From an optimization exercise on the open Yosys and OpenROAD flow, aimed at a short achievable clock period and few clock cycles; shortcuts taken in it are not production practice. Only simulation tests tie the RTL to the original design; equivalence was not proved. Power is estimated from default activity; no workload was simulated.

==> flow/design.v <==
module wblsm_core (
    input  wire        clk,
    input  wire        rst,
    input  wire [31:0] prog_len,
    output wire [31:0] prog_addr,
    input  wire [31:0] prog_data,
    output wire [1:0]  status,
    output wire [2:0]  cause,
    output wire [31:0] result,
    output wire [4:0]  depth
);
    localparam ST_RUN   = 2'd0;
    localparam ST_END   = 2'd1;
    localparam ST_PANIC = 2'd2;
    localparam ST_FAULT = 2'd3;
    localparam C_NONE      = 3'd0;
    localparam C_DIV_ZERO  = 3'd1;
    localparam C_MEM_RANGE = 3'd2;
    localparam C_STACK_OVF = 3'd3;
    localparam C_FRAME_OVF = 3'd4;
    localparam O_LOAD  = 0;
    localparam O_WRITE = 1;
    localparam O_LC0   = 2;
    localparam O_LC1   = 3;
    localparam O_DUP   = 4;
    localparam O_POP   = 5;
    localparam O_JUMP  = 6;
    localparam O_CALL  = 7;
    localparam O_RET   = 8;
    localparam O_PANIC = 9;
    localparam O_ADD   = 10;
    localparam O_SUB   = 11;
    localparam O_MUL   = 12;
    localparam O_DIV   = 13;
    localparam O_MOD   = 14;
    reg [31:0] pa;               
    reg [31:0] pa_o;             
    reg [31:0] da;               
    reg        dv;               
    reg [31:0] plen_q;
    reg [31:0] ea;               
    reg        ev;               
    reg        eend;             
    reg [14:0] eop;              
    reg        epre;             
    reg [1:0]  status_q;
    reg [2:0]  cause_q;
    reg [31:0] res_q;
    reg [4:0]  dep_q;
    reg [4:0]  sp;               
    reg [31:0] T;                
    reg [5:0]  Tl;               
    reg [31:0] Tm, Nm;           
    reg [31:0] N;                
    reg [447:0] sh;              
    reg [3:0]  fp;               
    reg [4:0]  fb_top;           
    reg [31:0] fr_top;
    reg [34:0] fa_b;             
    reg [223:0] fa_r;            
    reg [511:0] mem;             
    reg        pend;             
    reg        pfix;             
    reg        nred;             
    reg [31:0] Nc;
    reg        tc;               
    reg [31:0] m_r0, m_r1, m_r2, m_r3, m_r4, m_r5;
    reg        dbusy;
    reg [4:0]  dcnt;
    reg [31:0] dq;               
    reg [31:0] dr;               
    reg [31:0] db1;
    reg [33:0] db3;
    reg        dmod;
    assign prog_addr = pa_o;
    assign status    = status_q;
    assign cause     = cause_q;
    assign result    = res_q;
    assign depth     = dep_q;
    wire        d_end  = (da >= plen_q);
    wire run  = (status_q == ST_RUN);
    reg  has1, has2, full;           
    reg  has_frm, ffull;             
    reg  trunc, trunc2;              
    wire [31:0] rd3  = sh[31:0];
    wire [31:0] rd4  = sh[63:32];
    wire        dup_ok  = (T[31:4] == 28'd0) && (T[3:0] != 4'd15);
    wire [479:0] below  = {sh, N};
    wire [31:0] dup_val = dup_ok ? below[32*Tl[3:0] +: 32] : 32'd0;
    wire        load_bad  = (T > 32'd60);
    wire        write_bad = (N > 32'd60);
    wire [543:0] mem_x    = {32'd0, mem};
    wire [31:0] ld_w0     = mem_x[32*Tl[5:2] +: 32];
    wire [31:0] ld_w1     = mem_x[32*Tl[5:2] + 32 +: 32];
    wire [63:0] ld_pair   = {ld_w1, ld_w0} >> {Tl[1:0], 3'b000};
    wire [31:0] load_val  = ld_pair[31:0];
    wire [63:0] st_pair   = {32'd0, T} << {N[1:0], 3'b000};
    wire [7:0]  st_mask   = 8'b0000_1111 << N[1:0];
    wire [31:0] add_val = N + T;
    wire [31:0] sub_val = N - T;
    wire [4:0]  fb_next  = fa_b[4:0];            
    wire [31:0] fr_next  = fa_r[31:0];
    wire [31:0] ea1 = ea + 32'd1;
    function [4:0] lz2f;
        input [31:0] a;
        integer j;
        begin
            lz2f = 5'd16;
            for (j = 0; j < 16; j = j + 1)
                if (a[2*j +: 2] != 2'b00) lz2f = 5'd15 - j[4:0];
        end
    endfunction
    wire [4:0]  d_lz  = lz2f(N);
    wire [31:0] d_nsh = N << {d_lz, 1'b0};
    function [63:0] csa;         
        input [31:0] x, y, z;
        begin
            csa = {((x & y) | (x & z) | (y & z)) << 1, x ^ y ^ z};
        end
    endfunction
    reg [31:0] a0 [0:16];
    reg [31:0] a1 [0:11];
    reg [31:0] a2 [0:7];
    reg [31:0] a3 [0:5];
    reg [2:0]  bd;
    reg [31:0] bm;
    integer i;
    always @* begin
        a0[16] = 32'd0;
        for (i = 0; i < 16; i = i + 1) begin
            bd = {Tm[2*i+1], Tm[2*i], (i == 0) ? 1'b0 : Tm[2*i-1]};
            case (bd)
            3'b001, 3'b010: bm = Nm;
            3'b011:         bm = Nm << 1;
            3'b100:         bm = ~(Nm << 1);
            3'b101, 3'b110: bm = ~Nm;
            3'b111:         bm = 32'hFFFF_FFFF;
            default:        bm = 32'd0;
            endcase
            a0[i] = bm << (2*i);
            a0[16][2*i] = bd[2];
        end
        for (i = 0; i < 5; i = i + 1)
            {a1[2*i+1], a1[2*i]} = csa(a0[3*i], a0[3*i+1], a0[3*i+2]);
        a1[10] = a0[15]; a1[11] = a0[16];
        for (i = 0; i < 4; i = i + 1)
            {a2[2*i+1], a2[2*i]} = csa(a1[3*i], a1[3*i+1], a1[3*i+2]);
        for (i = 0; i < 2; i = i + 1)
            {a3[2*i+1], a3[2*i]} = csa(a2[3*i], a2[3*i+1], a2[3*i+2]);
        a3[4] = a2[6]; a3[5] = a2[7];
    end
    wire [31:0] b0, b1, b2, b3, b4, b5, b6, b7;
    assign {b1, b0} = csa(m_r0, m_r1, m_r2);
    assign {b3, b2} = csa(m_r3, m_r4, m_r5);
    assign {b5, b4} = csa(b0, b1, b2);
    assign {b7, b6} = csa(b4, b5, b3);
    wire [33:0] d_x  = {dr, dq[31:30]};
    wire [34:0] d_m1 = {1'b0, d_x} - {3'b0, db1};
    wire [34:0] d_m2 = {1'b0, d_x} - {2'b0, db1, 1'b0};
    wire [34:0] d_m3 = {1'b0, d_x} - {1'b0, db3};
    reg  [31:0] d_nr;
    reg  [1:0]  d_qd;
    always @* begin
        if (!d_m3[34])      begin d_nr = d_m3[31:0]; d_qd = 2'd3; end
        else if (!d_m2[34]) begin d_nr = d_m2[31:0]; d_qd = 2'd2; end
        else if (!d_m1[34]) begin d_nr = d_m1[31:0]; d_qd = 2'd1; end
        else                begin d_nr = d_x[31:0];  d_qd = 2'd0; end
    end
    wire is_push = eop[O_LC0] | eop[O_LC1];
    wire [31:0] push_c = {31'd0, eop[O_LC1]};
    wire rd_N    = (eop[O_WRITE] && has2) || is_push || (eop[O_DUP] && has1) ||
                   (eop[O_ADD] && has2 && !tc) ||
                   ((eop[O_POP] || eop[O_JUMP] || eop[O_CALL]) && has1) ||
                   (eop[O_RET] && has_frm && trunc) ||
                   ((eop[O_SUB] || eop[O_MUL] || eop[O_DIV] || eop[O_MOD]) && has2);
    wire nres    = nred && !pend && !pfix && !dbusy && rd_N;
    wire e_run   = !pend && !pfix && !dbusy && !nres;
    wire m_push  = pend && is_push && !full;         
    wire m_fix   = pend && !m_push;                  
    wire d_done  = dbusy && (dcnt == 5'd16);
    wire f_load  = e_run && eop[O_LOAD] && has1;
    wire f_write = e_run && eop[O_WRITE] && has2;
    wire f_push  = (e_run && is_push) || m_push;
    wire f_dup   = e_run && eop[O_DUP] && has1;
    wire f_pop   = e_run && (eop[O_POP] || eop[O_JUMP]) && has1;
    wire f_jump  = e_run && eop[O_JUMP] && has1;
    wire f_call  = e_run && eop[O_CALL] && has1;
    wire f_ret   = e_run && eop[O_RET] && has_frm;
    wire f_add   = e_run && eop[O_ADD] && has2;
    wire f_sub   = e_run && eop[O_SUB] && has2;
    wire f_mul   = e_run && eop[O_MUL] && has2;
    wire f_div   = e_run && (eop[O_DIV] || eop[O_MOD]) && has2;
    wire t_zero  = (T == 32'd0);
    wire [32:0] add3_w   = {N, 1'b1} + {Nc, T[0]};   
    wire [31:0] add3_val = add3_w[32:1];
    wire [31:0] nres_val = N + Nc;
    wire [31:0] pfix_val = dq + dr;
    wire f_add2  = f_add && !nred;
    wire f_add3  = f_add && nred;
    wire x_load  = f_load && load_bad;
    wire x_write = f_write && write_bad;
    wire x_push  = f_push && full;
    wire x_call  = f_call && ffull;
    wire x_div   = f_div && t_zero;
    wire sT_c    = f_push && !full;
    wire sT_ld   = f_load && !load_bad;
    wire sT_r3   = f_write && !write_bad;
    wire sT_N    = f_pop || (f_call && !ffull) || (f_ret && trunc);
    wire sT_div  = d_done;
    wire sT_hold = !(sT_c || sT_ld || sT_r3 || f_dup || sT_N || f_add || f_sub ||
                     pfix || sT_div);
    wire [31:0] T_n = ({32{sT_hold}} & T)       | ({32{sT_c}}   & push_c)  |
                      ({32{sT_ld}}   & load_val) | ({32{sT_r3}}  & rd3)     |
                      ({32{f_dup}}   & dup_val)  | ({32{sT_N}}   & N)       |
                      ({32{f_add2}}  & add_val)  | ({32{f_add3}} & add3_val) |
                      ({32{f_sub}}   & sub_val)  | ({32{pfix}}   & pfix_val) |
                      ({32{sT_div}}  & (dmod ? dr : dq));
    wire sN_r3   = f_pop || f_call || (f_ret && trunc) || f_add || f_sub || f_mul || d_done;
    wire sN_T    = e_run && is_push;
    wire sN_hold = !(m_push || nres || sN_T || f_write || sN_r3);
    wire [31:0] N_n = ({32{sN_hold}} & N)   | ({32{m_push}} & b6) |
                      ({32{nres}}    & nres_val) |
                      ({32{sN_T}}    & T)   | ({32{f_write}} & rd4)    |
                      ({32{sN_r3}}   & rd3);
    wire sh_dn  = f_push;
    wire sh_up2 = f_write;
    wire sh_up1 = sN_r3;
    wire sp_inc = sT_c;
    wire sp_dec2 = sT_r3;
    wire sp_dec = sT_N || f_add || f_sub || f_mul || d_done;
    wire [4:0] sp_n = sp_inc ? sp + 5'd1 : sp_dec ? sp - 5'd1 : sp_dec2 ? sp - 5'd2 : sp;
    wire mem_w    = f_write;
    wire call_w   = f_call && !ffull;
    wire ret_w    = f_ret && !trunc2;        
    wire pend_n   = f_mul;
    wire div_start = f_div && !t_zero;
    wire div_step = dbusy && !d_done;
    wire div_done = d_done;
    wire [1:0] st_n = (e_run && eend) ? ST_END :
                      (x_load || x_write || x_push || x_call || x_div) ? ST_FAULT :
                      (e_run && eop[O_PANIC]) ? ST_PANIC : ST_RUN;
    wire [2:0] ca_n = (x_load || x_write) ? C_MEM_RANGE : x_push ? C_STACK_OVF :
                      x_call ? C_FRAME_OVF : x_div ? C_DIV_ZERO : C_NONE;
    wire xfer   = f_jump || call_w || ret_w;
    wire t_eq   = (T == ea);
    wire r_eq   = (fr_top == ea);
    wire x_eq   = ret_w ? r_eq : t_eq;
    wire stall  = ((m_fix || pfix) && ev) || nres || div_step || f_div ||
                  (f_ret && trunc2);
    wire redir  = e_run && !epre && xfer;
    wire x_kill = epre && xfer && x_eq;
    wire [31:0] tgt = x_eq ? ea1 : f_ret ? fr_top : T;
    wire [3:0]  fp_n   = call_w ? fp + 4'd1 : ret_w ? fp - 4'd1 : fp;
    wire        x_ok   = dv && !d_end && e_run && !epre && !eend;
    wire        e_none = (eop == 15'd0);
    wire        jc_ok  = x_ok && ((eop[O_ADD] && has2 && !nred) ||
                                  (is_push && !full) || (e_none && has1));
    wire        rt_ok  = x_ok && has_frm &&
                         !(eop[O_JUMP] || eop[O_CALL] || eop[O_RET] ||
                           eop[O_DIV] || eop[O_MOD]);
    wire [31:0] fr_top_n = call_w ? ea1 : ret_w ? fr_next : fr_top;
    wire [4:0]  fb_top_n = call_w ? sp - 5'd1 : ret_w ? fb_next : fb_top;
    wire [31:0] jc_tgt = eop[O_ADD] ? add_val : is_push ? push_c : T;
    wire [31:0] pa_base = redir ? tgt : stall ? ea1 : pa + 32'd1;
    wire        ld_go  = !redir && !stall && dv && !d_end;
    wire        hold   = stall && !redir;
    wire [31:0] pa_nx;
    wire [14:0] eop_nx;
    wire        d_xfer;
    wblsm_fetch_sel u_fsel (
        .prog_data(prog_data), .jc_ok(jc_ok), .rt_ok(rt_ok),
        .jc_tgt(jc_tgt), .rt_tgt(fr_top), .pa_base(pa_base),
        .ld_go(ld_go), .hold(hold), .eop(eop),
        .pa_nx(pa_nx), .eop_nx(eop_nx), .d_xfer(d_xfer));
    always @(posedge clk)
        if (rst) pa_o <= 32'd0;
        else     pa_o <= pa_nx;
    always @(posedge clk) begin
        res_q <= run ? T_n : T;
        dep_q <= run ? sp_n : sp;
    end
    wire end_now = (st_n == ST_RUN) && !stall && !redir && !pend_n && !m_fix &&
                   dv && d_end;
    wire [1:0] status_n = end_now ? ST_END : st_n;
    integer k;
    always @(posedge clk) begin
        plen_q <= prog_len;
        m_r0 <= a3[0]; m_r1 <= a3[1]; m_r2 <= a3[2];
        m_r3 <= a3[3]; m_r4 <= a3[4]; m_r5 <= a3[5];
        if (rst) begin
            Tl <= 6'h3F;
            Tm <= 32'hFFFF_FFFF;
            Nm <= 32'hFFFF_FFFF;
        end else begin
            Tl <= T_n[5:0];
            if (run) begin
                Tm <= T_n;
                Nm <= N_n;
            end
        end
        if (rst) begin
            pa       <= 32'd0;
            da       <= 32'd0;
            dv       <= 1'b0;
            ev       <= 1'b0;
            eend     <= 1'b0;
            eop      <= 15'd0;
            epre     <= 1'b0;
            ea       <= 32'd0;
            status_q <= ST_RUN;
            cause_q  <= C_NONE;
            sp       <= 5'd0;
            T        <= 32'd0;
            N        <= 32'd0;
            fp       <= 4'd0;
            mem      <= 512'd0;
            sh       <= 448'd0;
            pend     <= 1'b0;
            pfix     <= 1'b0;
            has1     <= 1'b0;
            has2     <= 1'b0;
            full     <= 1'b0;
            has_frm  <= 1'b0;
            ffull    <= 1'b0;
            trunc    <= 1'b0;
            trunc2   <= 1'b0;
            nred     <= 1'b0;
            tc       <= 1'b0;
            Nc       <= 32'd0;
            dq       <= 32'd0;       
            dr       <= 32'd0;       
            db1      <= 32'd0;
            db3      <= 34'd0;
            ea       <= 32'd0;
            fb_top   <= 5'd0;
            fr_top   <= 32'd0;
            dbusy    <= 1'b0;
            dcnt     <= 5'd0;
        end else if (run) begin
            status_q <= status_n;
            cause_q  <= ca_n;
            sp   <= sp_n;
            T    <= T_n;
            N    <= N_n;
            pend <= pend_n;
            has1    <= (sp_n != 5'd0);
            has2    <= (sp_n >= 5'd2);
            full    <= (sp_n == 5'd16);
            has_frm <= (fp_n != 4'd0);
            ffull   <= (fp_n == 4'd8);
            trunc   <= ({1'b0, sp_n} > {1'b0, fb_top_n});
            trunc2  <= ({1'b0, sp_n} > {1'b0, fb_top_n} + 6'd1);
            pfix <= m_fix;
            tc   <= m_push || (tc && sT_hold);
            if (m_push) begin
                Nc   <= b7;
                nred <= 1'b1;
            end else if (nres || f_add3) begin
                nred <= 1'b0;
            end
            if (sh_dn)       sh <= {sh[415:0], N};
            else if (sh_up1) sh <= {32'd0, sh[447:32]};
            else if (sh_up2) sh <= {64'd0, sh[447:64]};
            if (call_w) begin
                fp     <= fp + 4'd1;
                fb_top <= sp - 5'd1;
                fr_top <= ea1;
                fa_b <= {fa_b[29:0], fb_top};
                fa_r <= {fa_r[191:0], fr_top};
            end
            if (ret_w) begin
                fp     <= fp - 4'd1;
                fb_top <= fb_next;
                fr_top <= fr_next;
                fa_b   <= {5'd0, fa_b[34:5]};
                fa_r   <= {32'd0, fa_r[223:32]};
            end
            if (mem_w)
                for (k = 0; k < 64; k = k + 1) begin
                    if (k[5:2] == N[5:2] && st_mask[k[1:0]])
                        mem[8*k +: 8] <= st_pair[8*k[1:0] +: 8];
                    if (k[5:2] == N[5:2] + 4'd1 && k[5:2] != 4'd0 && st_mask[4 + k[1:0]])
                        mem[8*k +: 8] <= st_pair[32 + 8*k[1:0] +: 8];
                end
            if (div_start) begin
                dbusy <= 1'b1;
                dcnt  <= d_lz;
                dq    <= d_nsh;
                dr    <= 32'd0;
                db1   <= T;
                db3   <= {2'b0, T} + {1'b0, T, 1'b0};
                dmod  <= eop[O_MOD];
            end else if (m_fix) begin
                dq   <= b6;
                dr   <= b7;
            end else if (div_step) begin
                dr   <= d_nr;
                dq   <= {dq[29:0], d_qd};
                dcnt <= dcnt + 5'd1;
            end else if (div_done) begin
                dbusy <= 1'b0;
            end
            da <= pa;
            pa   <= pa_nx;
            dv   <= !redir && !stall && !d_xfer && !x_kill;
            epre <= d_xfer;
            eop  <= eop_nx;
            if (redir) begin
                ev   <= 1'b0;
                eend <= 1'b0;
            end else if (!stall) begin
                ev   <= dv;
                eend <= dv & d_end;
                ea   <= da;
            end
        end
    end
endmodule
module wblsm_fetch_sel (
    input  wire [31:0] prog_data,
    input  wire        jc_ok,        
    input  wire        rt_ok,        
    input  wire [31:0] jc_tgt,
    input  wire [31:0] rt_tgt,
    input  wire [31:0] pa_base,      
    input  wire        ld_go,        
    input  wire        hold,         
    input  wire [14:0] eop,
    output wire [31:0] pa_nx,
    output wire [14:0] eop_nx,
    output wire        d_xfer
);
    wire        d_hi0 = (prog_data[31:5] == 27'd0);
    wire [14:0] d_op  = d_hi0 ? (15'd1 << prog_data[4:0]) : 15'd0;
    wire        d_jcx = d_hi0 && (prog_data[4:1] == 4'b0011) && jc_ok;    
    wire        d_rtx = d_hi0 && (prog_data[4:0] == 5'd8) && rt_ok;       
    assign d_xfer = d_jcx || d_rtx;
    assign pa_nx  = ({32{d_jcx}} & jc_tgt) | ({32{d_rtx}} & rt_tgt) |
                    ({32{!d_xfer}} & pa_base);
    assign eop_nx = (d_op & {15{ld_go}}) | (eop & {15{hold}});
endmodule
==> flow/flow/run.sh <==
#!/bin/bash
# Standard synthesis, then the standard layout with timing repair aimed
# below the design's period (a larger setup margin).
set -euo pipefail
bash standard.sh synth > synth.log 2>&1
bash standard.sh SETUP_SLACK_MARGIN=8.5 finish > layout.log 2>&1
==> flow/standard.sh <==
#!/bin/bash
# synth_recipe.tcl (not shown) runs the flow's synth.tcl, then flattens the netlist and writes it again
# the make line also repeats each setting of config.mk as NAME=value (left out here)
make -C /OpenROAD-flow-scripts/flow DESIGN_CONFIG=/design/flow/config.mk WORK_HOME=/design/flow/orfs CLKGATE_MAP_FILE= SYNTH_SCRIPT=/design/flow/synth_recipe.tcl "${@:-finish}"
==> flow/config.mk <==
export PLATFORM = sky130hd
export DESIGN_NAME = wblsm_core
export DESIGN_NICKNAME = wblsm_core
export VERILOG_FILES = /design/flow/design.v
export SDC_FILE = /design/flow/constraint.sdc
export NUM_CORES = 8
export LEC_CHECK = 0
export ABC_CLOCK_PERIOD_IN_PS = 3000
export CAP_MARGIN = 20
export CORE_MARGIN = 2
export CORE_UTILIZATION = 45
export PLACE_DENSITY = 0.65
export SLEW_MARGIN = 20
export SYNTH_HIERARCHICAL = 1
==> flow/constraint.sdc <==
create_clock -name core_clock -period 12.0 [get_ports {clk}]
set_input_delay 2.4000 -clock core_clock [delete_from_list [all_inputs] [get_ports {clk}]]
set_output_delay 2.4000 -clock core_clock [all_outputs]
set_load 0.01 [all_outputs]
==> flow_metrics.py, run 1 <==
metrics = {
    "detailed_routing": {
        "vias_per_cell": 6.61,
        "detail-route-antenna-nets": 0,
        "postRouteWirelength_um": 657000,
        "via_count": 140000,
        "drt_first_pass_iters": 14,
        "drt-wirelength-per-cell_um": 31.0,
        "count_of_unresolved_drc_violations_after_routing": 0,
        "first_iteration_detailed_routing_drc_count": 21100,
    },
    "clock_tree": {
        "clock_tree.buffer_depth": 4,
        "numCtsBuffers": 220,
        "tritoncts": "done",
        "h-tree-depth": 4,
        "clock_sink_count": 1906,
        "ctsRootBufferMaster": "sky130_fd_sc_hd__clkbuf_16",
        "cts_hold_repair.buffers": 0,
        "clk_pin_slew_ns": 0.07,
        "clk-insertion-delay-late_ns": 0.98,
    },
    "synth": {
        "syn-instance-count": 17300,
        "synth_warnings": 11,
        "syn_area_mm2": 0.133,
        "synth.ff_latch_count": 1906,
        "synth.avg_cell_area_um2": 7.68,
        "async_flop_share": 0,
        "synth.lib_cells_used.distinct": 103,
        "post_synth_top_flop": "sky130_fd_sc_hd__dfxtp_1",
        "number_of_enable_flip_flop_cells_after_synthesis": 260,
        "ys_seq_area_frac": 0.307,
    },
    "floorplanning": {
        "die_span_x_um": 547,
        "floorplan.die.height_um": 547,
        "design.die.area_mm2": 0.299,
        "core_area_mm2": 0.294,
        "fp-row-count": 199,
        "io-pin-count": 140,
        "initial_core_util": 0.452,
    },
    "sta": {
        "final.setup_skew_ns": 0.100,
        "tightestPinTransition_ns": 1.34,
        "maxClockFrequency_mhz": 247,
        "finalSetupViolations": 0,
        "fin_tns_setup_ns": 0,
        "maxSlewHeadroom": 0.0807,
        "hold_viol": 0,
        "min_period_ns": 4.05,
        "setup_ws_ns": 7.95,
        "hold-worst-slack_ns": 0.454,
        "timing_max_transition_violations_final": 0,
        "fin_crit_sh": 0.337,
        "grt_setup_unrepaired": "true",
    },
    "finish": {
        "final_cell_mix": "sky130_fd_sc_hd__nand2_1 (3,612), sky130_fd_sc_hd__a21oi_1 (1,730), sky130_fd_sc_hd__dfxtp_1 (1,452)",
        "fin_area_mm2": 0.160,
        "commonest_non_fill_non_tap_cell_in_the_layout": "sky130_fd_sc_hd__nand2_1",
        "finish.net_count": 17800,
        "drive_above_1_share": 0.170,
        "area_delta_synth_final_pct": 20.4,
    },
    "worst_setup_path": {
        "worstPathRequired_ns": 12.85,
        "element_type_at_the_critical_path_start": "register",
        "timing.setup.critical_path_class": "register to register",
        "critPathCaptureType": "register",
        "timing.critical_path.arrival_ns": 4.90,
        "critical_path.max_fanout": 4,
    },
    "place": {
        "detailed_place_hpwl_um": 417000,
        "gpl.final_weighted_congestion": 1.09,
        "dpl_worst_slack_ns": 6.45,
        "io_buffers": 139,
        "dpl-instance-area_mm2": 0.136,
    },
    "hold_path": {
        "worst_hold_path_type": "register to register",
    },
    "status": {
        "run_status": "finished clean",
    },
    "global_routing": {
        "grt-ovfl-total": 0,
        "antenna_violations_before_repair": 52,
        "first_pass_grt_wire_length_um": 910000,
        "grt_pass1_vias": 125000,
        "grt_max_degree": 178,
        "globalRouteTotalUtil": 0.409,
    },
    "run": {
        "max-cap-violations": 0,
    },
    "power": {
        "vdd_ir_drop_max_mv": 0.276,
        "power.static_leakage_nw": 59.9,
        "power_per_cell_area_mw_per_mm2": 142,
    },
}
==> metrics by stage <==
stage	cells	total power [mW]	util
2_1_floorplan	17300	10.6	-
3_3_place_gp	20100	13.8	0.464
3_5_place_dp	20100	13.9	0.465
4_1_cts	20900	21.8	0.525
5_1_grt	21200	23.2	0.544
6_report	21200	22.7	0.544
==> state kept, by name, indices dropped and copies added, names as in the netlist, 34 cells and up <==
name  flops
db3      34
fa_b     35
fa_r    224
mem     512
sh      448
==> synthesized netlist by cell type, types with 260 or more instances <==
cell                          n  area share
sky130_fd_sc_hd__a21oi_1   1815       0.068
sky130_fd_sc_hd__clkbuf_1  1251       0.035
sky130_fd_sc_hd__mux4_2     344       0.058
sky130_fd_sc_hd__a211oi_1   373       0.021
sky130_fd_sc_hd__nand2_1   3651        0.10
sky130_fd_sc_hd__inv_1      525       0.015
sky130_fd_sc_hd__ha_1       403       0.038
sky130_fd_sc_hd__edfxtp_1   260       0.059
sky130_fd_sc_hd__nand3_1    607       0.023
sky130_fd_sc_hd__dfxtp_1   1646        0.25
sky130_fd_sc_hd__o211ai_1   603       0.034
sky130_fd_sc_hd__nor2_1    1440       0.041
sky130_fd_sc_hd__o21ai_0    993       0.037
sky130_fd_sc_hd__mux2i_1    283       0.021
sky130_fd_sc_hd__xnor2_1    265       0.017
==> final timing paths <==
check,from,to,slack (ns),depth (start not counted)
min,db3[28],db3[28],0.45,2
max reg2reg,N[0],pa[31],7.95,18
min reg2reg,db3[28],db3[28],0.45,2
max,N[0],pa[31],7.95,18
==> metal layers <==
| layer | vias to the layer above | track usage | part of all wire |
|---|---|---|---|
| li1 | 61100 | - | - |
| met5 | - | 0.000475 | 0.00065 |
| met4 | 36 | 0.303 | 0.092 |
| met1 | 67000 | 0.524 | 0.37 |
| met3 | 2387 | 0.120 | 0.13 |
| met2 | 9735 | 0.581 | 0.41 |
==> worst max-delay path: stages, from the launching register on <==
cell	delay [ns]
sky130_fd_sc_hd__dfxtp_4	0.37
sky130_fd_sc_hd__buf_12	0.14
sky130_fd_sc_hd__ha_4	0.22
sky130_fd_sc_hd__buf_4	0.21
sky130_fd_sc_hd__nand2b_1	0.15
sky130_fd_sc_hd__a221oi_2	0.32
sky130_fd_sc_hd__o211a_1	0.27
sky130_fd_sc_hd__nand3b_1	0.20
sky130_fd_sc_hd__a211oi_2	0.27
sky130_fd_sc_hd__buf_4	0.22
sky130_fd_sc_hd__o21ai_2	0.13
sky130_fd_sc_hd__a31oi_2	0.28
sky130_fd_sc_hd__xnor2_2	0.14
sky130_fd_sc_hd__buf_4	0.19
sky130_fd_sc_hd__a21oi_1	0.08
sky130_fd_sc_hd__o22ai_1	0.32
sky130_fd_sc_hd__a221o_1	0.24
sky130_fd_sc_hd__nand2_1	0.05
sky130_fd_sc_hd__a21oi_1	0.12
==> what timing repair did <==
| item | CTS | global route |
|---|---|---|
| buffers inserted | 313 | 226 |
| pin swaps | 247 | 220 |
| cloned | 72 | 44 |
| resized for setup | 1692 | 623 |
| setup endpoints to repair | 1853 | 1052 |
==> area by class of cell <==
type                    count  area (µm²)
fillers                 27000      134000
multi-input cells       13300       89300
flip-flops and latches   1906       41300
repair buffers           1165       14600
clock buffers             314        6480
well taps                3919        4900
inverters                 528        2060
clock inverters            94        1050
diodes                     27        67.6
repair inverters            5        42.5
==> modules after synthesis, one instance, submodules excluded <==
module | area, µm² | cells
wblsm_core | 131000 | 17100
wblsm_fetch_sel | 1170 | 161
==> power by group <==
group	switching [mW]	total, mW	internal (mW)
sequential	0.275	7.01	6.73
clock	3.08	7.17	4.09
combinational	5.50	8.51	3.01
total	8.86	22.7	13.8
==> kinds of logic after synthesis <==
kind of cell | share of synthesized area
compound gates | 0.233
mux | 0.0856
flops | 0.307
xor+xnor | 0.0277
simple gates | 0.198
fa+ha+maj | 0.0856
buf+inv | 0.0625
Testbench counts, summed over its fixed seeds: cycles 579,335.
==> run 2: changes to the inputs <==
--- a/flow/design.v
+++ b/flow/design.v
@@ -37,7 +37,7 @@
     reg [31:0] pa_o;             
     reg [31:0] da;               
     reg        dv;               
-    reg [31:0] plen_q;
+    reg        d_end;            
     reg [31:0] ea;               
     reg        ev;               
     reg        eend;             
@@ -77,7 +77,6 @@
     assign cause     = cause_q;
     assign result    = res_q;
     assign depth     = dep_q;
-    wire        d_end  = (da >= plen_q);
     wire run  = (status_q == ST_RUN);
     reg  has1, has2, full;           
     reg  has_frm, ffull;             
@@ -168,12 +167,7 @@
     end
     wire is_push = eop[O_LC0] | eop[O_LC1];
     wire [31:0] push_c = {31'd0, eop[O_LC1]};
-    wire rd_N    = (eop[O_WRITE] && has2) || is_push || (eop[O_DUP] && has1) ||
-                   (eop[O_ADD] && has2 && !tc) ||
-                   ((eop[O_POP] || eop[O_JUMP] || eop[O_CALL]) && has1) ||
-                   (eop[O_RET] && has_frm && trunc) ||
-                   ((eop[O_SUB] || eop[O_MUL] || eop[O_DIV] || eop[O_MOD]) && has2);
-    wire nres    = nred && !pend && !pfix && !dbusy && rd_N;
+    wire nres    = nred && !(eop[O_ADD] && has2 && tc);
     wire e_run   = !pend && !pfix && !dbusy && !nres;
     wire m_push  = pend && is_push && !full;         
     wire m_fix   = pend && !m_push;                  
@@ -245,7 +239,7 @@
     wire t_eq   = (T == ea);
     wire r_eq   = (fr_top == ea);
     wire x_eq   = ret_w ? r_eq : t_eq;
-    wire stall  = ((m_fix || pfix) && ev) || nres || div_step || f_div ||
+    wire stall  = ((m_fix || pfix || nres) && ev) || div_step || f_div ||
                   (f_ret && trunc2);
     wire redir  = e_run && !epre && xfer;
     wire x_kill = epre && xfer && x_eq;
@@ -253,23 +247,40 @@
     wire [3:0]  fp_n   = call_w ? fp + 4'd1 : ret_w ? fp - 4'd1 : fp;
     wire        x_ok   = dv && !d_end && e_run && !epre && !eend;
     wire        e_none = (eop == 15'd0);
-    wire        jc_ok  = x_ok && ((eop[O_ADD] && has2 && !nred) ||
-                                  (is_push && !full) || (e_none && has1));
+    wire        jc_add = x_ok && eop[O_ADD] && has2 && !nred;    
+    wire        jc_psh = x_ok && is_push && !full;               
+    wire        jc_non = x_ok && e_none && has1;                 
     wire        rt_ok  = x_ok && has_frm &&
                          !(eop[O_JUMP] || eop[O_CALL] || eop[O_RET] ||
                            eop[O_DIV] || eop[O_MOD]);
     wire [31:0] fr_top_n = call_w ? ea1 : ret_w ? fr_next : fr_top;
     wire [4:0]  fb_top_n = call_w ? sp - 5'd1 : ret_w ? fb_next : fb_top;
-    wire [31:0] jc_tgt = eop[O_ADD] ? add_val : is_push ? push_c : T;
+    function [4:0] spf;          
+        input [5:0] v;           
+        input [5:0] b;           
+        begin
+            spf = {v != 6'd0, v >= 6'd2, v == 6'd16, v > b, v > b + 6'd1};
+        end
+    endfunction
+    wire [5:0] spx = {1'b0, sp};
+    wire [5:0] fbx = {1'b0, fb_top};
+    wire [5:0] fnx = {1'b0, fb_next};
+    wire [4:0] sp_flags = call_w  ? spf(spx - 6'd1, spx - 6'd1) :
+                          ret_w   ? (trunc ? spf(spx - 6'd1, fnx) : spf(spx, fnx)) :
+                          sp_inc  ? spf(spx + 6'd1, fbx) :
+                          sp_dec  ? spf(spx - 6'd1, fbx) :
+                          sp_dec2 ? spf(spx - 6'd2, fbx) : spf(spx, fbx);
     wire [31:0] pa_base = redir ? tgt : stall ? ea1 : pa + 32'd1;
+    wire [31:0] pa_add  = Nm + Tm;   
     wire        ld_go  = !redir && !stall && dv && !d_end;
     wire        hold   = stall && !redir;
     wire [31:0] pa_nx;
     wire [14:0] eop_nx;
     wire        d_xfer;
     wblsm_fetch_sel u_fsel (
-        .prog_data(prog_data), .jc_ok(jc_ok), .rt_ok(rt_ok),
-        .jc_tgt(jc_tgt), .rt_tgt(fr_top), .pa_base(pa_base),
+        .prog_data(prog_data), .jc_add(jc_add), .jc_psh(jc_psh), .jc_non(jc_non),
+        .rt_ok(rt_ok), .add_val(pa_add), .push_c(push_c), .T(Tm),
+        .rt_tgt(fr_top), .pa_base(pa_base),
         .ld_go(ld_go), .hold(hold), .eop(eop),
         .pa_nx(pa_nx), .eop_nx(eop_nx), .d_xfer(d_xfer));
     always @(posedge clk)
@@ -284,7 +295,7 @@
     wire [1:0] status_n = end_now ? ST_END : st_n;
     integer k;
     always @(posedge clk) begin
-        plen_q <= prog_len;
+        d_end  <= (pa >= prog_len);      
         m_r0 <= a3[0]; m_r1 <= a3[1]; m_r2 <= a3[2];
         m_r3 <= a3[3]; m_r4 <= a3[4]; m_r5 <= a3[5];
         if (rst) begin
@@ -343,13 +354,9 @@
             T    <= T_n;
             N    <= N_n;
             pend <= pend_n;
-            has1    <= (sp_n != 5'd0);
-            has2    <= (sp_n >= 5'd2);
-            full    <= (sp_n == 5'd16);
+            {has1, has2, full, trunc, trunc2} <= sp_flags;
             has_frm <= (fp_n != 4'd0);
             ffull   <= (fp_n == 4'd8);
-            trunc   <= ({1'b0, sp_n} > {1'b0, fb_top_n});
-            trunc2  <= ({1'b0, sp_n} > {1'b0, fb_top_n} + 6'd1);
             pfix <= m_fix;
             tc   <= m_push || (tc && sT_hold);
             if (m_push) begin
@@ -418,9 +425,13 @@
 endmodule
 module wblsm_fetch_sel (
     input  wire [31:0] prog_data,
-    input  wire        jc_ok,        
+    input  wire        jc_add,       
+    input  wire        jc_psh,       
+    input  wire        jc_non,
     input  wire        rt_ok,        
-    input  wire [31:0] jc_tgt,
+    input  wire [31:0] add_val,
+    input  wire [31:0] push_c,
+    input  wire [31:0] T,
     input  wire [31:0] rt_tgt,
     input  wire [31:0] pa_base,      
     input  wire        ld_go,        
@@ -432,10 +443,15 @@
 );
     wire        d_hi0 = (prog_data[31:5] == 27'd0);
     wire [14:0] d_op  = d_hi0 ? (15'd1 << prog_data[4:0]) : 15'd0;
-    wire        d_jcx = d_hi0 && (prog_data[4:1] == 4'b0011) && jc_ok;    
+    wire        d_jc  = d_hi0 && (prog_data[4:1] == 4'b0011);             
+    wire        d_jca = d_jc && jc_add;
+    wire        d_jcp = d_jc && jc_psh;
+    wire        d_jcn = d_jc && jc_non;
+    wire        d_jcx = d_jca || d_jcp || d_jcn;
     wire        d_rtx = d_hi0 && (prog_data[4:0] == 5'd8) && rt_ok;       
     assign d_xfer = d_jcx || d_rtx;
-    assign pa_nx  = ({32{d_jcx}} & jc_tgt) | ({32{d_rtx}} & rt_tgt) |
+    assign pa_nx  = ({32{d_jca}} & add_val) | ({32{d_jcp}} & push_c) |
+                    ({32{d_jcn}} & T) | ({32{d_rtx}} & rt_tgt) |
                     ({32{!d_xfer}} & pa_base);
     assign eop_nx = (d_op & {15{ld_go}}) | (eop & {15{hold}});
 endmodule
==> run 2 against run 1 <==
  * Still clean
  * First-iteration DRC count grew 9.0%
  * Combinational power increased by 27%
  * Fmax increased by 2.1%
  * Clock-buffer cell count shrank 7
  * Cell area shrank 0.16%
  * Highest routed layer unchanged
==> flow_metrics.py, run 2 <==
metrics = {
    "status": {
        "run_status": "finished clean",
    },
    "clock_tree": {
        "clk_pin_slew_ns": 0.07,
        "h-tree-depth": 4,
        "ctsRootBufferMaster": "sky130_fd_sc_hd__clkbuf_16",
        "clock_sink_count": 1875,
        "cts_hold_repair.buffers": 0,
        "tritoncts": "done",
        "clock_tree.buffer_depth": 4,
        "clk-insertion-delay-late_ns": 0.95,
        "numCtsBuffers": 220,
    },
    "synth": {
        "cell_with_the_most_instances_after_synthesis": "sky130_fd_sc_hd__nand2_1",
        "syn-instance-count": 17500,
        "synth.avg_cell_area_um2": 7.61,
        "synth.ff_latch_count": 1875,
        "async_flop_share": 0,
        "ys_seq_area_frac": 0.301,
        "number_of_enable_flip_flop_cells_after_synthesis": 260,
        "post_synth_top_flop": "sky130_fd_sc_hd__dfxtp_1",
        "synth_common_cells": "sky130_fd_sc_hd__nand2_1 (3,711), sky130_fd_sc_hd__a21oi_1 (1,894), sky130_fd_sc_hd__dfxtp_1 (1,615), sky130_fd_sc_hd__nor2_1 (1,368), sky130_fd_sc_hd__clkbuf_1 (1,290)",
        "synth_warnings": 11,
        "synth.lib_cells_used.distinct": 95,
        "synth_top_area_frac": 0.242,
        "synth_top_area_cell": "sky130_fd_sc_hd__dfxtp_1",
        "syn_area_mm2": 0.133,
        "post_synth_main_area_contributors": "sky130_fd_sc_hd__dfxtp_1 (24%), sky130_fd_sc_hd__nand2_1 (10%), sky130_fd_sc_hd__a21oi_1 (7.1%), sky130_fd_sc_hd__edfxtp_1 (5.9%), sky130_fd_sc_hd__mux4_2 (5.2%)",
    },
    "sta": {
        "grt_setup_unrepaired": "true",
        "fin_tns_setup_ns": 0,
        "tightestPinTransition_ns": 1.22,
        "finalSetupViolations": 0,
        "timing_max_transition_violations_final": 0,
        "maxSlewHeadroom": 0.187,
        "maxClockFrequency_mhz": 252,
        "min_period_ns": 3.97,
        "hold_viol": 0,
        "final.setup_skew_ns": 0.0751,
        "fin_crit_sh": 0.331,
    },
    "place": {
        "gpl.final_weighted_congestion": 1.14,
        "io_buffers": 139,
        "detailed_place_hpwl_um": 400000,
    },
    "worst_setup_path": {
        "timing.setup.critical_path_class": "register to register",
        "worstPathRequired_ns": 12.81,
        "critPathCaptureType": "register",
        "element_type_at_the_critical_path_start": "register",
        "critical_path.max_fanout": 7,
        "timing.critical_path.arrival_ns": 4.78,
    },
    "finish": {
        "multi_input_comb_area_mm2": 0.0905,
        "register_area_mm2": 0.0407,
        "n_fill_cell": 27200,
        "drive_above_1_share": 0.160,
        "final_core_util": 0.542,
        "top_register": "mem",
        "top_regs": "mem (512), sh (448), fa_r (224)",
        "largest_register_ff_count": 512,
        "final_cell_mix": "sky130_fd_sc_hd__nand2_1 (3,657), sky130_fd_sc_hd__a21oi_1 (1,819), sky130_fd_sc_hd__dfxtp_1 (1,427)",
        "commonest_non_fill_non_tap_cell_in_the_layout": "sky130_fd_sc_hd__nand2_1",
        "finish.net_count": 18100,
        "area_delta_synth_final_pct": 19.6,
    },
    "global_routing": {
        "grt_use_met1": 0.518,
        "grt_max_degree": 190,
        "grt.met3_usage": 0.153,
        "global_route.peak_usage_layer": "met2",
        "globalRouteTotalUtil": 0.399,
        "grt-ovfl-total": 0,
        "first_pass_grt_wire_length_um": 892000,
        "grt_pass1_vias": 124000,
        "grt_util_met2": 0.548,
        "antenna_violations_before_repair": 49,
    },
    "detailed_routing": {
        "via_count": 142000,
        "postRouteWirelength_um": 638000,
        "drt_first_pass_iters": 10,
        "first_iteration_detailed_routing_drc_count": 23000,
        "vias_per_cell": 6.61,
        "detail-route-antenna-nets": 0,
        "drt-wirelength-per-cell_um": 29.7,
        "count_of_unresolved_drc_violations_after_routing": 0,
    },
    "hold_path": {
        "worst_hold_path_type": "register to register",
    },
    "floorplanning": {
        "fp-row-count": 199,
        "io-pin-count": 140,
        "floorplan.die.height_um": 548,
        "design.die.area_mm2": 0.301,
        "initial_core_util": 0.453,
        "die_span_x_um": 548,
        "core_area_mm2": 0.294,
    },
    "power": {
        "power.static_leakage_nw": 59.9,
        "vdd_ir_drop_max_mv": 0.439,
        "power_per_cell_area_mw_per_mm2": 156,
    },
    "run": {
        "max-cap-violations": 0,
    },
}
## run 2: cell types whose count changed after synthesis, moves of 41 or more
| cell | before | now |
|---|---|---|
| sky130_fd_sc_hd__nor2_1 | 1440 | 1368 |
| sky130_fd_sc_hd__a21oi_1 | 1815 | 1894 |
| sky130_fd_sc_hd__o211ai_1 | 603 | 554 |
| sky130_fd_sc_hd__nor3_1 | 140 | 190 |
| sky130_fd_sc_hd__nand2_1 | 3651 | 3711 |
| sky130_fd_sc_hd__buf_2 | 152 | 88 |
| sky130_fd_sc_hd__ha_1 | 403 | 491 |
| sky130_fd_sc_hd__a211oi_1 | 373 | 499 |
| sky130_fd_sc_hd__a221oi_1 | 85 | 128 |
| sky130_fd_sc_hd__a21o_1 | 86 | 127 |
| sky130_fd_sc_hd__a221o_1 | 121 | 76 |
| sky130_fd_sc_hd__a311oi_1 | 97 | 21 |
## run 2: per-module statistics from Yosys (local to each module, per instance)
| module | times used | cell area, µm² | flops+latches |
|---|---|---|---|
| wblsm_fetch_sel | 1 | 1490 | 0 |
| wblsm_core | 1 | 132000 | 1875 |
## run 2: worst max-delay path, cell delays in order (launching register included)
cell	delay, ns
sky130_fd_sc_hd__dfxtp_4	0.35
sky130_fd_sc_hd__or2_4	0.28
sky130_fd_sc_hd__a211o_4	0.31
sky130_fd_sc_hd__or3_4	0.44
sky130_fd_sc_hd__buf_16	0.17
sky130_fd_sc_hd__buf_16	0.14
sky130_fd_sc_hd__mux2i_2	0.15
sky130_fd_sc_hd__xnor2_1	0.17
sky130_fd_sc_hd__nor4_1	0.31
sky130_fd_sc_hd__nand4_1	0.25
sky130_fd_sc_hd__buf_4	0.21
sky130_fd_sc_hd__buf_4	0.15
sky130_fd_sc_hd__o21ai_4	0.16
sky130_fd_sc_hd__nor3_2	0.06
sky130_fd_sc_hd__a221o_1	0.29
sky130_fd_sc_hd__a22o_1	0.24
sky130_fd_sc_hd__nor2b_1	0.13
## run 2: worst paths after layout
path                            startpoint      end  slack [ns]  cells after the start
worst max register to register        pend  pa_o[1]        8.03                     16
worst min-delay path                 da[5]    ea[5]        0.44                      2
worst min register to register       da[5]    ea[5]        0.44                      2
worst max-delay path                  pend  pa_o[1]        8.03                     16
## run 2: power by group
group / total, mW / leakage, nW / internal, mW / switching [mW]
clock network: 7.15 / 3.68 / 4.11 / 3.04
registers: 6.90 / 15.5 / 6.63 / 0.274
logic: 10.8 / 40.7 / 3.73 / 7.06
total: 24.8 / 59.9 / 14.5 / 10.4
## run 2: repair_timing
action                                   CTS  global route
buffers inserted                         310           176
gates resized for setup                 1639           631
gates cloned                              77            27
endpoints found under the setup margin  1959          1071
pin swaps                                267           248
## run 2: cell type report
class	count	share of cell area
Inverter	496	0.0127
Timing Repair inverter	4	0.000220
Tap cell	3919	0.0308
Antenna cell	30	0.000471
Timing Repair Buffer	1108	0.0859
Clock buffer	307	0.0397
Sequential cell	1875	0.255
Multi-Input combinational cell	13600	0.568
Clock inverter	89	0.00721
## run 2: cell families after synthesis
family / Yosys count / synth area share
compound gates: 5107 / 0.236
xor+xnor: 431 / 0.0283
fa+ha+maj: 918 / 0.0937
buf+inv: 2062 / 0.0594
flops: 1875 / 0.301
mux: 680 / 0.0806
other cells: 1 / 0.0000281
simple gates: 6454 / 0.201
## run 2: layer usage
metal / vias up / wire (µm)
met5: - / 583
met3: 2370 / 98100
li1: 61800 / -
met2: 10100 / 251000
met1: 67600 / 237000
met4: 44 / 51800
## run 2: per-stage QoR
stage / area [µm²] / setup slack, ns / hold slack, ns / power, mW / std cells
global placement: 137000 / 6.23 / 0.438 / 15.0 / 20400
global route: 159000 / 7.97 / 0.428 / 25.2 / 21400
detailed placement: 137000 / 6.17 / 0.443 / 15.1 / 20400
floorplan: 134000 / 4.78 / 0.367 / 11.0 / 17600
finish: 159000 / 8.03 / 0.444 / 24.8 / 21500
CTS: 155000 / 8.07 / 0.423 / 23.5 / 21200
Testbench counts of run 2, summed over its fixed seeds: cycles 579,335.
==> run 3: changes to the inputs <==
--- a/flow/config.mk
+++ b/flow/config.mk
@@ -9,6 +9,8 @@
 export CAP_MARGIN = 20
 export CORE_MARGIN = 2
 export CORE_UTILIZATION = 45
+export CTS_CLUSTER_DIAMETER = 200
+export CTS_CLUSTER_SIZE = 16
 export PLACE_DENSITY = 0.65
 export SLEW_MARGIN = 20
 export SYNTH_HIERARCHICAL = 1
==> run 3 against run 2 <==
  * Combinational power hardly changed
  * Wire length rose by 0.39%
  * Clock power decreased by 34%
  * Flip-flop and latch count did not move
  * Global-route usage fell by 0.36 points
  * Critical endpoint is now result[14]
  * Largest cell class unchanged
  * Largest power group unchanged
  * Highest routed layer unchanged
==> flow_metrics.py, run 3 <==
metrics = {
    "synth": {
        "post_synth_top_flop": "sky130_fd_sc_hd__dfxtp_1",
        "ys_seq_area_frac": 0.301,
        "syn-instance-count": 17500,
        "async_flop_share": 0,
        "cell_with_the_most_instances_after_synthesis": "sky130_fd_sc_hd__nand2_1",
        "synth_common_cells": "sky130_fd_sc_hd__nand2_1 (3,711), sky130_fd_sc_hd__a21oi_1 (1,894), sky130_fd_sc_hd__dfxtp_1 (1,615), sky130_fd_sc_hd__nor2_1 (1,368), sky130_fd_sc_hd__clkbuf_1 (1,290)",
        "post_synth_main_area_contributors": "sky130_fd_sc_hd__dfxtp_1 (24%), sky130_fd_sc_hd__nand2_1 (10%), sky130_fd_sc_hd__a21oi_1 (7.1%), sky130_fd_sc_hd__edfxtp_1 (5.9%), sky130_fd_sc_hd__mux4_2 (5.2%)",
        "synth_warnings": 11,
        "number_of_enable_flip_flop_cells_after_synthesis": 260,
        "synth.lib_cells_used.distinct": 95,
        "synth.avg_cell_area_um2": 7.61,
        "synth_top_area_cell": "sky130_fd_sc_hd__dfxtp_1",
        "syn_area_mm2": 0.133,
        "synth_top_area_frac": 0.242,
        "synth.ff_latch_count": 1875,
    },
    "clock_tree": {
        "tritoncts": "done",
        "h-tree-depth": 4,
        "clock_tree.buffer_depth": 4,
        "clock_sink_count": 1875,
        "clk_pin_slew_ns": 0.10,
        "clk-insertion-delay-late_ns": 0.95,
        "ctsRootBufferMaster": "sky130_fd_sc_hd__clkbuf_16",
        "numCtsBuffers": 139,
        "cts_hold_repair.buffers": 0,
    },
    "finish": {
        "largest_register_ff_count": 512,
        "top_regs": "mem (512), sh (448), fa_r (224)",
        "n_fill_cell": 27600,
        "drive_above_1_share": 0.147,
        "commonest_non_fill_non_tap_cell_in_the_layout": "sky130_fd_sc_hd__nand2_1",
        "fin_area_mm2": 0.155,
        "finish.net_count": 18000,
        "register_area_mm2": 0.0407,
        "multi_input_comb_area_mm2": 0.0902,
        "top_register": "mem",
        "final_cell_mix": "sky130_fd_sc_hd__nand2_1 (3,659), sky130_fd_sc_hd__a21oi_1 (1,823), sky130_fd_sc_hd__dfxtp_1 (1,420)",
        "area_delta_synth_final_pct": 16.6,
    },
    "sta": {
        "grt_setup_unrepaired": "true",
        "fin_crit_sh": 0.331,
        "setup_ws_ns": 8.03,
        "tightestPinTransition_ns": 1.41,
        "maxClockFrequency_mhz": 252,
        "fin_tns_setup_ns": 0,
        "hold_viol": 0,
        "min_period_ns": 3.97,
        "maxSlewHeadroom": 0.0513,
        "finalSetupViolations": 0,
        "final.setup_skew_ns": 0.0925,
        "timing_max_transition_violations_final": 0,
    },
    "detailed_routing": {
        "detail-route-antenna-nets": 0,
        "postRouteWirelength_um": 641000,
        "drt_first_pass_iters": 10,
        "first_iteration_detailed_routing_drc_count": 22700,
        "drt-wirelength-per-cell_um": 30.2,
        "vias_per_cell": 6.64,
        "count_of_unresolved_drc_violations_after_routing": 0,
        "via_count": 141000,
    },
    "worst_setup_path": {
        "timing.critical_path.arrival_ns": 1.57,
        "critPathCaptureType": "output port",
        "r2r-end": "pa[25]",
        "timing.setup.critical_path_class": "register to output port",
        "element_type_at_the_critical_path_start": "register",
        "critical_path.top_delay_family": "flip-flops",
        "critical_path.max_fanout": 1,
        "r2r-start": "dbusy",
        "critPathMaxStageDelay_ns": 0.49,
        "worst_path_max_delay_cell": "sky130_fd_sc_hd__dfxtp_4",
        "reg2reg_depth": 17,
        "critical_path_cell_by_cell": "buf_6",
        "r2r_slack_ns": 8.06,
        "worstPathRequired_ns": 9.60,
        "critical_path.n_buffers_inverters": 1,
    },
    "floorplanning": {
        "core_area_mm2": 0.294,
        "fp-row-count": 199,
        "initial_core_util": 0.453,
        "io-pin-count": 140,
        "design.die.area_mm2": 0.301,
        "floorplan.die.height_um": 548,
        "die_span_x_um": 548,
    },
    "hold_path": {
        "worst_hold_startpoint": "Tm[19]",
        "worst_hold_path_type": "register to register",
        "hold_path_cells": 0,
        "min_to": "m_r4[18]",
    },
    "place": {
        "dpl_worst_slack_ns": 6.17,
        "detailed_place_hpwl_um": 400000,
        "dpl-instance-area_mm2": 0.137,
        "io_buffers": 139,
        "gpl.final_weighted_congestion": 1.14,
    },
    "global_routing": {
        "antenna_violations_before_repair": 57,
        "grt-ovfl-total": 0,
        "globalRouteTotalUtil": 0.395,
        "grt_max_degree": 190,
        "first_pass_grt_wire_length_um": 884000,
        "grt_pass1_vias": 123000,
    },
    "status": {
        "run_status": "finished clean",
    },
    "power": {
        "vdd_ir_drop_max_mv": 0.458,
        "power_per_cell_area_mw_per_mm2": 144,
        "power.static_leakage_nw": 58.1,
    },
    "run": {
        "max-cap-violations": 0,
    },
}
[run 3: changes by cell type in the layout (fill, tap and decap cells not counted), moves of 16 or more]
cell | previous run | this run
sky130_fd_sc_hd__clkbuf_16 | 250 | 179
sky130_fd_sc_hd__bufinv_16 | 20 | 0
sky130_fd_sc_hd__clkbuf_8 | 49 | 3
sky130_fd_sc_hd__buf_4 | 574 | 555
sky130_fd_sc_hd__clkinv_2 | 39 | 0
sky130_fd_sc_hd__o21ai_2 | 73 | 57
[run 3: final cells by class]
cell class / instances / share of cell area
Timing Repair inverter: 4 / 0.000225
Timing Repair Buffer: 1095 / 0.0884
Multi-Input combinational cell: 13600 / 0.580
Sequential cell: 1875 / 0.262
Clock buffer: 170 / 0.0234
Tap cell: 3919 / 0.0315
Clock inverter: 8 / 0.000708
Inverter: 496 / 0.0129
Antenna cell: 42 / 0.000676
[run 3: routing by layer]
| metal | routed length (µm) | share of wire | track usage |
|---|---|---|---|
| met5 | 788 | 0.0012 | 0.00111 |
| met2 | 252000 | 0.39 | 0.540 |
| met4 | 52200 | 0.082 | 0.254 |
| met3 | 98300 | 0.15 | 0.156 |
| met1 | 238000 | 0.37 | 0.512 |
[run 3: through the flow]
| stage | hold WS (ns) | std cells | power (mW) | utilization |
|---|---|---|---|---|
| 6_report | 0.437 | 21200 | 22.4 | 0.528 |
| 2_1_floorplan | 0.367 | 17600 | 11.0 | - |
| 5_1_grt | 0.425 | 21200 | 22.7 | 0.528 |
| 4_1_cts | 0.413 | 21000 | 20.9 | 0.511 |
| 3_5_place_dp | 0.443 | 20400 | 15.1 | 0.467 |
| 3_3_place_gp | 0.438 | 20400 | 15.0 | 0.467 |
[run 3: cell families after synthesis]
kind of cell / synth area share
and+or+nand+nor: 0.201
AOI/OAI and AO/OA: 0.236
buffers and inverters: 0.0594
DFF: 0.301
adders and majority gates: 0.0937
muxes: 0.0806
xor gates and xnor gates: 0.0283
other: 0.0000281
[run 3: worst max path at each step]
stage / startpoint / to / slack (ns) / cells after the start
2_1_floorplan: rst / fa_b[0] / 4.78 / 5
3_3_place_gp: pfix / pa[28] / 6.23 / 15
3_5_place_dp: pfix / pa[28] / 6.17 / 15
6_report: res_q[14] / result[14] / 8.03 / 1
4_1_cts: res_q[14] / result[14] / 8.08 / 1
5_1_grt: pend / pa[31] / 7.98 / 18
[run 3: what timing repair did]
action	4_1_cts	5_1_grt
pin swaps	212	256
cloned	78	42
endpoints found under the setup margin	1962	1059
setup buffers	277	181
resized for setup	1564	629
[run 3: report_power, final]
| group | total, mW | internal (mW) | leakage (nW) | switching, mW |
|---|---|---|---|---|
| sequential | 6.88 | 6.62 | 15.5 | 0.262 |
| clock | 4.69 | 2.15 | 1.82 | 2.54 |
| combinational | 10.8 | 3.74 | 40.7 | 7.10 |
[run 3: per-module statistics from Yosys, one instance, submodules excluded]
| module | cell area [µm²] | cells | flops+latches | times used |
|---|---|---|---|---|
| wblsm_core | 132000 | 17300 | 1875 | 1 |
| wblsm_fetch_sel | 1490 | 252 | 0 | 1 |
==> run 4: changes to the inputs <==
--- a/flow/design.v
+++ b/flow/design.v
@@ -238,12 +238,14 @@
     wire xfer   = f_jump || call_w || ret_w;
     wire t_eq   = (T == ea);
     wire r_eq   = (fr_top == ea);
-    wire x_eq   = ret_w ? r_eq : t_eq;
+    wire x_eq   = eop[O_RET] ? r_eq : t_eq;         
     wire stall  = ((m_fix || pfix || nres) && ev) || div_step || f_div ||
                   (f_ret && trunc2);
     wire redir  = e_run && !epre && xfer;
     wire x_kill = epre && xfer && x_eq;
-    wire [31:0] tgt = x_eq ? ea1 : f_ret ? fr_top : T;
+    wire [31:0] tgt_j = t_eq ? ea1 : T;
+    wire [31:0] tgt_r = r_eq ? ea1 : fr_top;
+    wire [31:0] tgt = eop[O_RET] ? tgt_r : tgt_j;
     wire [3:0]  fp_n   = call_w ? fp + 4'd1 : ret_w ? fp - 4'd1 : fp;
     wire        x_ok   = dv && !d_end && e_run && !epre && !eend;
     wire        e_none = (eop == 15'd0);
==> run 4 against run 3 <==
  * Still clean on timing, DRC and antenna
  * Total power is 5.0% lower
  * Sequential power is 0.6% lower
  * Global-route usage is 0.075 points lower
  * Flip-flop and latch count stayed put
  * Critical endpoint is now result[19]
==> flow_metrics.py, run 4 <==
metrics = {
    "synth": {
        "async_flop_share": 0,
        "synth.lib_cells_used.distinct": 111,
        "ys_seq_area_frac": 0.299,
        "synth.ff_latch_count": 1875,
        "cell_with_the_most_instances_after_synthesis": "sky130_fd_sc_hd__nand2_1",
        "post_synth_top_flop": "sky130_fd_sc_hd__dfxtp_1",
        "synth_top_area_cell": "sky130_fd_sc_hd__dfxtp_1",
        "post_synth_main_area_contributors": "sky130_fd_sc_hd__dfxtp_1 (24%), sky130_fd_sc_hd__nand2_1 (10%), sky130_fd_sc_hd__a21oi_1 (6.9%), sky130_fd_sc_hd__edfxtp_1 (5.8%), sky130_fd_sc_hd__mux4_2 (5.2%)",
        "syn_area_mm2": 0.134,
        "synth_warnings": 11,
        "number_of_enable_flip_flop_cells_after_synthesis": 260,
        "syn-instance-count": 17600,
        "synth_top_area_frac": 0.241,
        "synth_common_cells": "sky130_fd_sc_hd__nand2_1 (3,694), sky130_fd_sc_hd__a21oi_1 (1,853), sky130_fd_sc_hd__dfxtp_1 (1,615), sky130_fd_sc_hd__nor2_1 (1,419), sky130_fd_sc_hd__clkbuf_1 (1,333)",
        "synth.avg_cell_area_um2": 7.63,
    },
    "clock_tree": {
        "clock_sink_count": 1875,
        "cts_hold_repair.buffers": 0,
        "ctsRootBufferMaster": "sky130_fd_sc_hd__clkbuf_16",
        "tritoncts": "done",
        "clk_pin_slew_ns": 0.09,
        "clk-insertion-delay-late_ns": 0.93,
        "h-tree-depth": 4,
        "clock_tree.buffer_depth": 4,
        "numCtsBuffers": 139,
    },
    "run": {
        "max-cap-violations": 0,
    },
    "global_routing": {
        "grt-ovfl-total": 0,
        "grt_max_degree": 189,
        "antenna_violations_before_repair": 57,
        "grt_pass1_vias": 122000,
        "first_pass_grt_wire_length_um": 883000,
        "globalRouteTotalUtil": 0.394,
    },
    "sta": {
        "fin_tns_setup_ns": 0,
        "final.setup_skew_ns": 0.0951,
        "timing_max_transition_violations_final": 0,
        "grt_setup_unrepaired": "true",
        "min_period_ns": 3.97,
        "maxClockFrequency_mhz": 252,
        "fin_crit_sh": 0.331,
        "hold_viol": 0,
        "finalSetupViolations": 0,
        "maxSlewHeadroom": 0.0944,
        "tightestPinTransition_ns": 1.32,
    },
    "finish": {
        "register_area_mm2": 0.0407,
        "multi_input_comb_area_mm2": 0.0908,
        "area_delta_synth_final_pct": 15.9,
        "drive_above_1_share": 0.150,
        "final_cell_mix": "sky130_fd_sc_hd__nand2_1 (3,661), sky130_fd_sc_hd__a21oi_1 (1,788), sky130_fd_sc_hd__dfxtp_1 (1,426)",
        "n_fill_cell": 28100,
        "commonest_non_fill_non_tap_cell_in_the_layout": "sky130_fd_sc_hd__nand2_1",
        "top_register": "mem",
        "finish.net_count": 18000,
        "largest_register_ff_count": 512,
        "final_core_util": 0.524,
        "top_regs": "mem (512), sh (448), fa_r (224)",
    },
    "worst_setup_path": {
        "element_type_at_the_critical_path_start": "register",
        "critical_path.top_delay_family": "flip-flops",
        "critical_path_cell_by_cell": "buf_6",
        "timing.setup.critical_path_class": "register to output port",
        "timing.critical_path.arrival_ns": 1.57,
        "worst_path_max_delay_cell": "sky130_fd_sc_hd__dfxtp_4",
        "worstPathRequired_ns": 9.60,
        "r2r-start": "Tl[2]",
        "r2r-end": "res_q[24]",
        "crit_cells": 1,
        "r2r_slack_ns": 8.08,
        "critPathMaxStageDelay_ns": 0.49,
        "reg2reg_depth": 11,
        "critPathCaptureType": "output port",
        "critical_path.max_fanout": 1,
        "critical_path.n_buffers_inverters": 1,
    },
    "place": {
        "detailed_place_hpwl_um": 407000,
        "gpl.final_weighted_congestion": 1.08,
        "io_buffers": 139,
    },
    "floorplanning": {
        "floorplan.die.height_um": 550,
        "initial_core_util": 0.452,
        "io-pin-count": 140,
        "core_area_mm2": 0.297,
        "design.die.area_mm2": 0.302,
        "fp-row-count": 200,
        "die_span_x_um": 550,
    },
    "power": {
        "power_frac_clock": 0.220,
        "power.static_leakage_nw": 57.5,
        "vdd_ir_drop_max_mv": 0.420,
        "switching_power_mw": 9.31,
        "switching_share_of_power": 0.437,
        "internal_power_mw": 12.0,
        "comb_power_share": 0.459,
        "sequentialPowerShare": 0.321,
        "power_per_cell_area_mw_per_mm2": 137,
    },
    "hold_path": {
        "worst_hold_path_type": "register to register",
        "worst_hold_startpoint": "da[25]",
        "min_to": "ea[25]",
        "hold_path_cells": 2,
    },
    "detailed_routing": {
        "postRouteWirelength_um": 636000,
        "drt-wirelength-per-cell_um": 30.0,
        "first_iteration_detailed_routing_drc_count": 20200,
        "drt_first_pass_iters": 12,
        "vias_per_cell": 6.55,
        "detail-route-antenna-nets": 0,
        "count_of_unresolved_drc_violations_after_routing": 0,
        "via_count": 139000,
    },
    "status": {
        "run_status": "finished clean",
    },
}
==> run 4: how the worst max path moves through the flow <==
stage,end,start,slack (ns)
global route,result[19],res_q[19],8.08
floorplan,fa_b[0],rst,4.79
global placement,mem[494],rst,5.64
CTS,result[19],res_q[19],8.04
detailed placement,mem[491],rst,5.61
finish,result[19],res_q[19],8.03
==> run 4: layer usage <==
| layer | vias up | part of all wire | GRT usage |
|---|---|---|---|
| li1 | 61700 | - | - |
| met1 | 66400 | 0.39 | 0.519 |
| met2 | 8824 | 0.40 | 0.550 |
| met3 | 2120 | 0.12 | 0.0970 |
| met4 | 22 | 0.091 | 0.306 |
| met5 | - | 0.00028 | 0 |
==> run 4: area by class of cell <==
cell class / instances / area share
timing repair buffer: 1085 / 0.0850
sequential: 1875 / 0.262
clock buffer: 175 / 0.0234
antenna: 26 / 0.000418
inverter: 487 / 0.0125
clock inverter: 12 / 0.00115
tap: 3939 / 0.0317
multi-input combinational: 13600 / 0.584
==> run 4: Yosys stat by module (local to each module, per instance) <==
module / copies in the design / cell area [µm²]
wblsm_fetch_sel: 1 / 1490
wblsm_core: 1 / 133000
==> run 4: cells by family (layout without fill, tap and decap cells) <==
family | after synthesis | after routing | synth area share
AND/OR/NAND/NOR | 6522 | 6529 | 0.202
AO/OA/AOI/OAI | 5085 | 5086 | 0.237
buffers and inverters | 2091 | 1759 | 0.0613
flip-flops | 1875 | 1875 | 0.299
adder cells (fa/ha/maj) | 918 | 918 | 0.0932
multiplexers | 637 | 637 | 0.0779
XOR/XNOR | 445 | 445 | 0.0291
other | 1 | 57 | 0.0000280
==> run 4: through the flow <==
| step | worst slack [ns] | hold WS, ns | cell area (µm²) | std cells | power (mW) |
|---|---|---|---|---|---|
| finish | 8.03 | 0.440 | 155000 | 21200 | 21.3 |
| global route | 8.08 | 0.466 | 155000 | 21200 | 21.6 |
| global placement | 5.64 | 0.437 | 138000 | 20500 | 14.6 |
| CTS | 8.04 | 0.428 | 150000 | 21000 | 20.1 |
| detailed placement | 5.61 | 0.443 | 138000 | 20500 | 14.7 |
| floorplan | 4.79 | 0.367 | 134000 | 17600 | 10.7 |
==> run 4: power by group through the flow <==
stage / clock network, mW / registers (mW) / logic, mW
3_3_place_gp: 0 / 7.04 / 7.60
2_1_floorplan: 0 / 6.86 / 3.79
4_1_cts: 4.71 / 6.85 / 8.51
6_report: 4.69 / 6.84 / 9.77
3_5_place_dp: 0 / 7.05 / 7.63
5_1_grt: 4.91 / 6.85 / 9.85
==> run 4: what timing repair did <==
item | 4_1_cts | 5_1_grt
endpoints found under the setup margin | 1987 | 1294
cloned | 66 | 37
buffers inserted | 205 | 229
gates resized for setup | 1521 | 644
pin swaps | 159 | 265
==> run 4: worst min-delay path: stages (launching register included) <==
cell                      delay, ns
sky130_fd_sc_hd__dfxtp_1       0.32
sky130_fd_sc_hd__nand2_1       0.05
sky130_fd_sc_hd__a21oi_1       0.05
Testbench counts of run 4, summed over its fixed seeds: cycles 579,335.

re-timing with driven ports:
The flow's constraints put no driver on any port. The routed layouts listed below were extracted and timed again, unchanged, in two steps.
Step 1, drivers: a clkbuf_16 drives clk and a buf_2 each remaining input, both assumed.
Step 2 also shifts input and output timing later by t, the mid clock arrival at the registers, as if the neighbouring blocks saw the same clock.
Three values: ideal, step 1, step 2; two values: the first two.
| run | t (ns) | slack for setup (ns) | worst hold slack (ns) | latest minus earliest clock arrival (ns) |
|---|---|---|---|---|
| run 1 | 1.039 | 7.951 / 7.951 / 7.214 | 0.454 / 0.454 / 0.454 | 0.110 / 0.111 |
| run 2 | 1.039 | 8.032 / 7.963 / 7.322 | 0.444 / 0.444 / 0.444 | 0.103 / 0.103 |
| run 3 | 0.992 | 8.032 / 7.937 / 7.358 | 0.437 / 0.437 / 0.437 | 0.102 / 0.101 |
| run 4 | 0.987 | 8.028 / 7.930 / 7.574 | 0.440 / 0.440 / 0.440 | 0.107 / 0.106 |
After both steps every run listed still meets setup and hold. The setup slack of run 1, which loses most, moves by 0.000 ns with the drivers and by -0.737 ns with both steps.
